This design comes from an exercise in tuning for small area, a short achievable clock period and few clock cycles on the open sky130 flow, not from production work.
Only simulation tests tie the RTL to the original design; equivalence was not proved.
Power and IR drop assume default switching activity.

$ cat run.sh
#!/bin/bash
# synth_recipe.tcl (not shown) runs the flow's synth.tcl, then flattens the netlist and writes it again
# the make line also repeats each setting of config.mk as NAME=value (left out here)
make -C /OpenROAD-flow-scripts/flow DESIGN_CONFIG=/design/flow/config.mk WORK_HOME=/design/flow/orfs CLKGATE_MAP_FILE= SYNTH_SCRIPT=/design/flow/synth_recipe.tcl finish
$ cat config.mk
export PLATFORM = sky130hd
export DESIGN_NAME = u128_unit
export DESIGN_NICKNAME = u128_unit
export VERILOG_FILES = /design/flow/design.v
export SDC_FILE = /design/flow/constraint.sdc
export NUM_CORES = 4
export LEC_CHECK = 0
export CAP_MARGIN = 20
export CELL_PAD_IN_SITES_DETAIL_PLACEMENT = 2
export CELL_PAD_IN_SITES_GLOBAL_PLACEMENT = 2
export CORE_MARGIN = 2
export CORE_UTILIZATION = 25
export PLACE_DENSITY = 0.4
export SLEW_MARGIN = 20
$ cat constraint.sdc
create_clock -name core_clock -period 13.0 [get_ports {clk}]
set_input_delay 2.6000 -clock core_clock [delete_from_list [all_inputs] [get_ports {clk}]]
set_output_delay 2.6000 -clock core_clock [all_outputs]
set_load 0.01 [all_outputs]
$ cat design.v
module u128_unit (
    input  wire        clk,
    input  wire        rst,       
    input  wire        req,       
    input  wire        we,        
    input  wire [5:0]  addr,      
    input  wire [31:0] wdata,
    output wire        ready,     
    output reg  [31:0] rdata      
);
    localparam [127:0] MAXV = {128{1'b1}};
    localparam [2:0] E_NONE    = 3'd0;
    localparam [2:0] E_INVALID = 3'd1;
    localparam [2:0] E_OVERFL  = 3'd2;
    localparam [2:0] E_ILLEGAL = 3'd3;
    localparam [7:0] OP_ADD   = 8'h01;
    localparam [7:0] OP_SUB   = 8'h02;
    localparam [7:0] OP_AND   = 8'h03;
    localparam [7:0] OP_OR    = 8'h04;
    localparam [7:0] OP_XOR   = 8'h05;
    localparam [7:0] OP_NOT   = 8'h06;
    localparam [7:0] OP_SHL   = 8'h07;
    localparam [7:0] OP_SHR   = 8'h08;
    localparam [7:0] OP_LZC   = 8'h09;
    localparam [7:0] OP_DSTA  = 8'h10;
    localparam [7:0] OP_DDIG  = 8'h11;
    localparam [7:0] OP_DEND  = 8'h12;
    localparam [7:0] OP_B2D   = 8'h13;
    localparam [5:0] W_CMD    = 6'd12;
    localparam [5:0] W_STATUS = 6'd13;
    localparam [5:0] W_DLEN   = 6'd14;
    reg [127:0] a_q, b_q, r_q, dacc_q;
    reg         dseen_q;
    reg [2:0]   derr_q;
    reg [2:0]   err_q;
    reg [7:0]   dstr_q [0:39];
    reg [5:0]   dlen_q;
    localparam [1:0] S_IDLE = 2'd0;
    localparam [1:0] S_CONV = 2'd1;
    localparam [1:0] S_NORM = 2'd2;
    localparam [1:0] S_DONE = 2'd3;
    reg [1:0]   state_q;
    reg [127:0] bin_q;        
    reg [155:0] bcd_q;        
    reg [7:0]   cnt_q;        
    assign ready = (state_q == S_IDLE);
    wire access = req && ready;
    wire cmd_wr = access && we && (addr == W_CMD);
    wire [7:0]  op  = wdata[7:0];
    wire [7:0]  ch  = wdata[15:8];
    wire [15:0] rsv = wdata[31:16];
    reg op_known;
    always @(*) begin
        case (op)
            OP_ADD, OP_SUB, OP_AND, OP_OR, OP_XOR, OP_NOT, OP_SHL, OP_SHR, OP_LZC,
            OP_DSTA, OP_DDIG, OP_DEND, OP_B2D: op_known = 1'b1;
            default:                           op_known = 1'b0;
        endcase
    end
    wire cmd_legal = op_known && (rsv == 16'd0) && (op == OP_DDIG || ch == 8'd0);
    wire [127:0] add_res = a_q + b_q;
    wire [127:0] sub_res = a_q - b_q;
    wire         shift_big = |b_q[127:7];
    wire [127:0] shl_res   = shift_big ? 128'd0 : (a_q << b_q[6:0]);
    wire [127:0] shr_res   = shift_big ? 128'd0 : (a_q >> b_q[6:0]);
    reg [7:0] lzc_res;
    integer i;
    always @(*) begin
        lzc_res = 8'd128;
        for (i = 0; i < 128; i = i + 1)
            if (a_q[i]) lzc_res = 8'd127 - i[7:0];
    end
    wire         is_digit  = (ch >= 8'h30) && (ch <= 8'h39);
    wire [3:0]   digit     = ch[3:0];
    wire [131:0] dec_next  = ({4'd0, dacc_q} << 3) + ({4'd0, dacc_q} << 1) + {128'd0, digit};
    wire         dec_ovf   = |dec_next[131:128];
    reg [155:0] bcd_adj;
    integer k;
    always @(*) begin
        for (k = 0; k < 39; k = k + 1) begin
            if (bcd_q[4*k +: 4] >= 4'd5)
                bcd_adj[4*k +: 4] = bcd_q[4*k +: 4] + 4'd3;
            else
                bcd_adj[4*k +: 4] = bcd_q[4*k +: 4];
        end
    end
    integer j;
    always @(posedge clk) begin
        if (rst) begin
            a_q     <= 128'd0;
            b_q     <= 128'd0;
            r_q     <= 128'd0;
            dacc_q  <= 128'd0;
            dseen_q <= 1'b0;
            derr_q  <= E_NONE;
            err_q   <= E_NONE;
            dlen_q  <= 6'd0;
            for (j = 0; j < 40; j = j + 1)
                dstr_q[j] <= 8'd0;
            state_q <= S_IDLE;
            bin_q   <= 128'd0;
            bcd_q   <= 156'd0;
            cnt_q   <= 8'd0;
        end else begin
            if (access && we) begin
                case (addr)
                    6'd0: a_q[127:96] <= wdata;
                    6'd1: a_q[95:64]  <= wdata;
                    6'd2: a_q[63:32]  <= wdata;
                    6'd3: a_q[31:0]   <= wdata;
                    6'd4: b_q[127:96] <= wdata;
                    6'd5: b_q[95:64]  <= wdata;
                    6'd6: b_q[63:32]  <= wdata;
                    6'd7: b_q[31:0]   <= wdata;
                    default: ;
                endcase
            end
            if (cmd_wr) begin
                if (!cmd_legal) begin
                    err_q <= E_ILLEGAL;
                end else begin
                    err_q <= E_NONE;
                    case (op)
                        OP_ADD: r_q <= add_res;
                        OP_SUB: r_q <= sub_res;
                        OP_AND: r_q <= a_q & b_q;
                        OP_OR:  r_q <= a_q | b_q;
                        OP_XOR: r_q <= a_q ^ b_q;
                        OP_NOT: r_q <= ~a_q;
                        OP_SHL: r_q <= shl_res;
                        OP_SHR: r_q <= shr_res;
                        OP_LZC: r_q <= {120'd0, lzc_res};
                        OP_DSTA: begin
                            dacc_q  <= 128'd0;
                            dseen_q <= 1'b0;
                            derr_q  <= E_NONE;
                        end
                        OP_DDIG: begin
                            dseen_q <= 1'b1;
                            if (derr_q != E_NONE) begin
                                err_q <= derr_q;
                            end else if (!is_digit) begin
                                derr_q <= E_INVALID;
                                err_q  <= E_INVALID;
                            end else if (dec_ovf) begin
                                dacc_q <= MAXV;
                                derr_q <= E_OVERFL;
                                err_q  <= E_OVERFL;
                            end else begin
                                dacc_q <= dec_next[127:0];
                            end
                        end
                        OP_DEND: begin
                            if (derr_q != E_NONE)
                                err_q <= derr_q;
                            else if (!dseen_q)
                                err_q <= E_INVALID;
                            r_q     <= dacc_q;
                            dacc_q  <= 128'd0;
                            dseen_q <= 1'b0;
                            derr_q  <= E_NONE;
                        end
                        OP_B2D: begin
                            bin_q   <= a_q;
                            bcd_q   <= 156'd0;
                            cnt_q   <= 8'd0;
                            state_q <= S_CONV;
                        end
                        default: ;
                    endcase
                end
            end
            case (state_q)
                S_CONV: begin
                    {bcd_q, bin_q} <= {bcd_adj, bin_q} << 1;
                    cnt_q          <= cnt_q + 8'd1;
                    if (cnt_q == 8'd127) begin
                        cnt_q   <= 8'd39;
                        state_q <= S_NORM;
                    end
                end
                S_NORM: begin
                    if (cnt_q > 8'd1 && bcd_q[155:152] == 4'd0) begin
                        bcd_q <= bcd_q << 4;
                        cnt_q <= cnt_q - 8'd1;
                    end else begin
                        state_q <= S_DONE;
                    end
                end
                S_DONE: begin
                    for (j = 0; j < 39; j = j + 1) begin
                        if (j < cnt_q)
                            dstr_q[j] <= {4'h3, bcd_q[155 - 4*j -: 4]};
                        else
                            dstr_q[j] <= 8'd0;
                    end
                    dstr_q[39] <= 8'd0;
                    dlen_q  <= cnt_q[5:0];
                    state_q <= S_IDLE;
                end
                default: ;
            endcase
        end
    end
    always @(*) begin
        rdata = 32'd0;
        case (addr)
            6'd0:  rdata = a_q[127:96];
            6'd1:  rdata = a_q[95:64];
            6'd2:  rdata = a_q[63:32];
            6'd3:  rdata = a_q[31:0];
            6'd4:  rdata = b_q[127:96];
            6'd5:  rdata = b_q[95:64];
            6'd6:  rdata = b_q[63:32];
            6'd7:  rdata = b_q[31:0];
            6'd8:  rdata = r_q[127:96];
            6'd9:  rdata = r_q[95:64];
            6'd10: rdata = r_q[63:32];
            6'd11: rdata = r_q[31:0];
            W_STATUS: rdata = {23'd0, dseen_q, 1'b0, derr_q, 1'b0, err_q};
            W_DLEN:   rdata = {26'd0, dlen_q};
            6'd16, 6'd17, 6'd18, 6'd19, 6'd20, 6'd21, 6'd22, 6'd23, 6'd24, 6'd25:
                rdata = {dstr_q[4*(addr-6'd16)], dstr_q[4*(addr-6'd16)+1],
                         dstr_q[4*(addr-6'd16)+2], dstr_q[4*(addr-6'd16)+3]};
            6'd28: rdata = dacc_q[127:96];
            6'd29: rdata = dacc_q[95:64];
            6'd30: rdata = dacc_q[63:32];
            6'd31: rdata = dacc_q[31:0];
            default: rdata = 32'd0;
        endcase
    end
endmodule
==> results.json <==
{
  "routed_wl_mm": 800,
  "grt_use_met2_pct": 57.5,
  "synth_edf_count": 0,
  "timing.setup.critical_path_class": "flop to flop",
  "ff_latch_area_um2": 20300,
  "multi_input_area_um2": 69500,
  "grt_max_degree": 185,
  "crit_arrival_ns": 10.96,
  "initial_core_util_pct": 25.1,
  "grtUsageMet1_pct": 51.2,
  "synth.top_cell.area_share_pct": 21.3,
  "finalSetupTns_ns": 0,
  "dr.pass1.iters": 10,
  "cts_tree": "done",
  "skew_ns": 0.107,
  "combPwrFrac_pct": 15.2,
  "busiest_layer": "met2",
  "synthCells": 12800,
  "dr.first_iter.drc_count": 14900,
  "finalWorstPathRequiredPeriod_ns": 10.19,
  "switching_power_mw": 3.02,
  "status": "finished clean",
  "worstSkewPairLatency_ns": 0.96,
  "critPathMaxFanout": 7,
  "fp.coreArea_um2": 379000,
  "boundaryPins": 75,
  "dieHeight_um": 621,
  "syn-cell-area_um2": 95300,
  "hold_buffers": 0,
  "crit_buf_inv": 2,
  "period_share_pct": 78.4,
  "syn_area_per_cell_um2": 7.45,
  "cts_resized": 0,
  "finalWeightedCongestion": 1.04,
  "viasPerCell": 6.39,
  "p_int_mw": 6.24,
  "synth_flop_cell": "dfxtp_1",
  "ys_types": 104,
  "port-buffer-count": 74,
  "cts-root-buf": "clkbuf_16",
  "tightest_slew_ns": 1.39,
  "clkPwrFrac_pct": 51.3,
  "area_growth_pct": 13.5,
  "crit_start": "b_q[22]",
  "die_x_um": 621,
  "drive_gt1_share_pct": 11.7,
  "setup_viol": 0,
  "worstReg2RegStart": "b_q[22]",
  "numCtsBuffers": 152,
  "path_depth": 27,
  "async_reset_ff_share_pct": 0,
  "clk_pin_slew_ns": 0.06,
  "hold_path.class": "flop to flop",
  "slew_viol_final": 0,
  "ys_warn_count": 2,
  "switching_share_pct": 32.6,
  "synth_nets": 13600,
  "critPathTopFamily": "simple AND/OR/NAND/NOR gates",
  "grt_pass1_wl_mm": 1050,
  "p_seq_share_pct": 33.5,
  "grt_pass1_vias": 110000,
  "cts.sinks": 1012,
  "synth_top_area_cell": "dfxtp_1",
  "grt_usage_pct": 39.8,
  "start_kind": "flop",
  "peakVddDrop_mv": 0.0933,
  "cts_htree_levels": 4,
  "ff2ff_setup_slack_ns": 2.81,
  "cts_max_path_buffers": 4,
  "power.density_nw_per_um2": 85.7,
  "rr_endpoint": "r_q[111]",
  "yosysSeqAreaShare_pct": 21.3,
  "synth.area.top_cells": "dfxtp_1 21%, ha_1 9.5%, a21oi_1 6.7%",
  "ant_nets": 0,
  "power_mw": 9.27,
  "fillers": 43700,
  "hold_viol": 0,
  "dr_total_vias": 112000,
  "maxSlewHeadroom_pct": 7.56,
  "gr-usage-met3_pct": 10.0,
  "die-area_um2": 386000,
  "dpl.hpwl_mm": 612,
  "max_stage_delay_ns": 0.84,
  "wl_per_cell_um": 45.6,
  "endpoint": "r_q[111]",
  "fp-row-count": 226,
  "drv_cap": 0,
  "crit_required_ns": 13.77,
  "drcViolationCount": 0,
  "crit_top_cell": "nand2_1",
  "antenna_found_initial": 149,
  "cts_setup_buffers": 0,
  "cp-end-kind": "flop",
  "synth-seq-cells": 1012,
  "fin_nets": 13100,
  "grt_overflow": 0,
  "rsz0062_at_grt": "no",
  "r2r_cells": 27,
  "cp_slowest_cell": "nor4_2",
  "p_leak_nw": 41.4,
  "fmax_mhz": 98.2
}
==> flip-flops by register name (all words and copies together) (netlist names) <==
register and flops:
dstr_q 195, bcd_q 156, a_q 128, b_q 128, bin_q 128, dacc_q 128, r_q 128, cnt_q 8
dlen_q 6, derr_q 2, err_q 2, state_q 2, dseen_q 1
==> per-stage QoR <==
step	util (%)	instance area [um2]	instances	setup slack (ns)	hold slack (ns)
2_1_floorplan	-	95300	12800	5.29	0.432
3_3_place_gp	27.0	102000	17200	2.62	0.441
3_5_place_dp	27.0	102000	17200	2.60	0.450
4_1_cts	28.5	108000	17500	3.08	0.420
5_1_grt	28.5	108000	17500	2.70	0.481
6_report	28.5	108000	17600	2.81	0.438
==> worst min path at each step <==
stage | startpoint | slack, ns | end | depth (start not counted)
floorplan | r_q[13] | 0.43 | r_q[13] | 2
global placement | a_q[93] | 0.44 | a_q[93] | 2
detailed placement | r_q[8] | 0.45 | r_q[8] | 2
CTS | bin_q[67] | 0.42 | bin_q[68] | 2
global route | bin_q[67] | 0.48 | bin_q[68] | 2
finish | bin_q[119] | 0.44 | bin_q[120] | 2
==> worst register-to-register path, stage by stage, from the launching register on <==
cell and delay [ns]:
dfxtp_1 0.42, or4_1 0.66, nor4_2 0.36, nand4_1 0.24, nor2b_1 0.41, nand3_1 0.25, nor4_2 0.85, and3_1 0.36
nand2_1 0.07, buf_4 0.20, nor2_1 0.30, buf_4 0.23, nand2_1 0.10, o31a_1 0.27, xnor2_1 0.14, ha_1 0.40
and2_1 0.28, nor2b_1 0.68, nand2_1 0.30, nor4b_1 0.53, a32o_1 0.50, a21oi_1 0.27, a2111oi_2 0.79, nor2_1 0.31
o41ai_1 0.64, a21oi_1 0.18, xor2_1 0.20, o21ai_1 0.09
==> cells by family (layout without fill, tap and decap cells) <==
family / count (synthesis) / after routing / share of synthesized area [%]
other: 0 / 55 / 0
buffers and inverters: 1583 / 1291 / 6.38
flip-flops: 1012 / 1012 / 21.3
adder cells (fa/ha/maj): 729 / 729 / 9.60
XOR/XNOR: 395 / 395 / 3.63
multiplexers: 769 / 769 / 11.9
AND/OR/NAND/NOR: 4380 / 4380 / 19.9
AO/OA/AOI/OAI: 3919 / 3919 / 27.4
==> cells in the mapped netlist, drive strengths merged, types with 254 or more instances <==
| master | count |
|---|---|
| a21oi | 1283 |
| a22oi | 312 |
| clkbuf | 967 |
| dfxtp | 1012 |
| ha | 726 |
| inv | 417 |
| mux2i | 285 |
| mux4 | 268 |
| nand2 | 1595 |
| nand3 | 254 |
| nor2 | 1644 |
| o21ai | 684 |
| xnor2 | 290 |
==> routing by layer <==
layer | vias to the layer above | routed length [um]
met5 | - | 476
met4 | 72 | 66200
met3 | 1539 | 73300
met2 | 5796 | 329000
met1 | 58800 | 331000
li1 | 46100 | -
==> cell type report <==
| class | count | area share [%] |
|---|---|---|
| multi-input combinational | 10200 | 64.3 |
| tap | 5016 | 5.80 |
| antenna | 55 | 0.127 |
| inverter | 418 | 1.48 |
| timing repair buffer | 597 | 4.51 |
| clock buffer | 208 | 4.06 |
| sequential | 1012 | 18.8 |
| clock inverter | 68 | 0.963 |
==> placed cells by master, fill, tap and decap left out, types with 201 or more instances in the layout <==
| master | synthesis | layout |
|---|---|---|
| mux2i_1 | 285 | 284 |
| nor3_1 | 235 | 224 |
| a22o_1 | 208 | 207 |
| a21oi_1 | 1282 | 1280 |
| a22oi_1 | 312 | 311 |
| nand3_1 | 254 | 253 |
| inv_1 | 412 | 411 |
| mux2_2 | 215 | 215 |
| dfxtp_1 | 1012 | 1005 |
| a221oi_1 | 222 | 201 |
| ha_1 | 726 | 725 |
| o21ai_0 | 668 | 662 |
| xnor2_1 | 290 | 290 |
| mux4_2 | 268 | 268 |
| buf_4 | 6 | 499 |
| nand2_1 | 1595 | 1586 |
| nor2_1 | 1643 | 1627 |
==> power by group through the flow <==
stage | clock, mW | sequential [mW] | combinational (mW)
6_report | 4.76 | 3.11 | 1.41
5_1_grt | 4.95 | 3.10 | 1.43
2_1_floorplan | 0 | 3.17 | 0.715
3_3_place_gp | 0 | 3.17 | 1.34
3_5_place_dp | 0 | 3.17 | 1.34
4_1_cts | 4.84 | 3.11 | 1.35
Testbench counts, summed over its fixed seeds: cycles 16,215.

afterwards: timing with drivers on the ports:
The results above use ideal ports. As a check the final layout listed here was re-extracted and re-timed, cells and wires unchanged.
Step 1 (the two cells are an assumption about what drives the block):
set clk [get_ports {clk}]
set_driving_cell -lib_cell sky130_fd_sc_hd__clkbuf_16 $clk
set_driving_cell -lib_cell sky130_fd_sc_hd__buf_2 [delete_from_list [all_inputs] $clk]
Step 2 adds t to the input delays and takes it off the output delays; t is the mean of the earliest and latest rising clock arrival at the registers after step 1. Input paths then give back, and output paths get back, about the clock's delay inside the block.
a / b / c = no drivers / after step 1 / after step 2; a / b = the first two.
t, ns: 1.046
setup slack, ns: 2.813 / 2.746 / 2.332
latest minus earliest clock arrival (ns): 0.125 / 0.125
pins driven straight from the clock port: 1
After both steps this run still meets setup and hold. For this run, drivers alone change the setup slack by -0.067 ns; drivers and shift together by -0.481 ns.
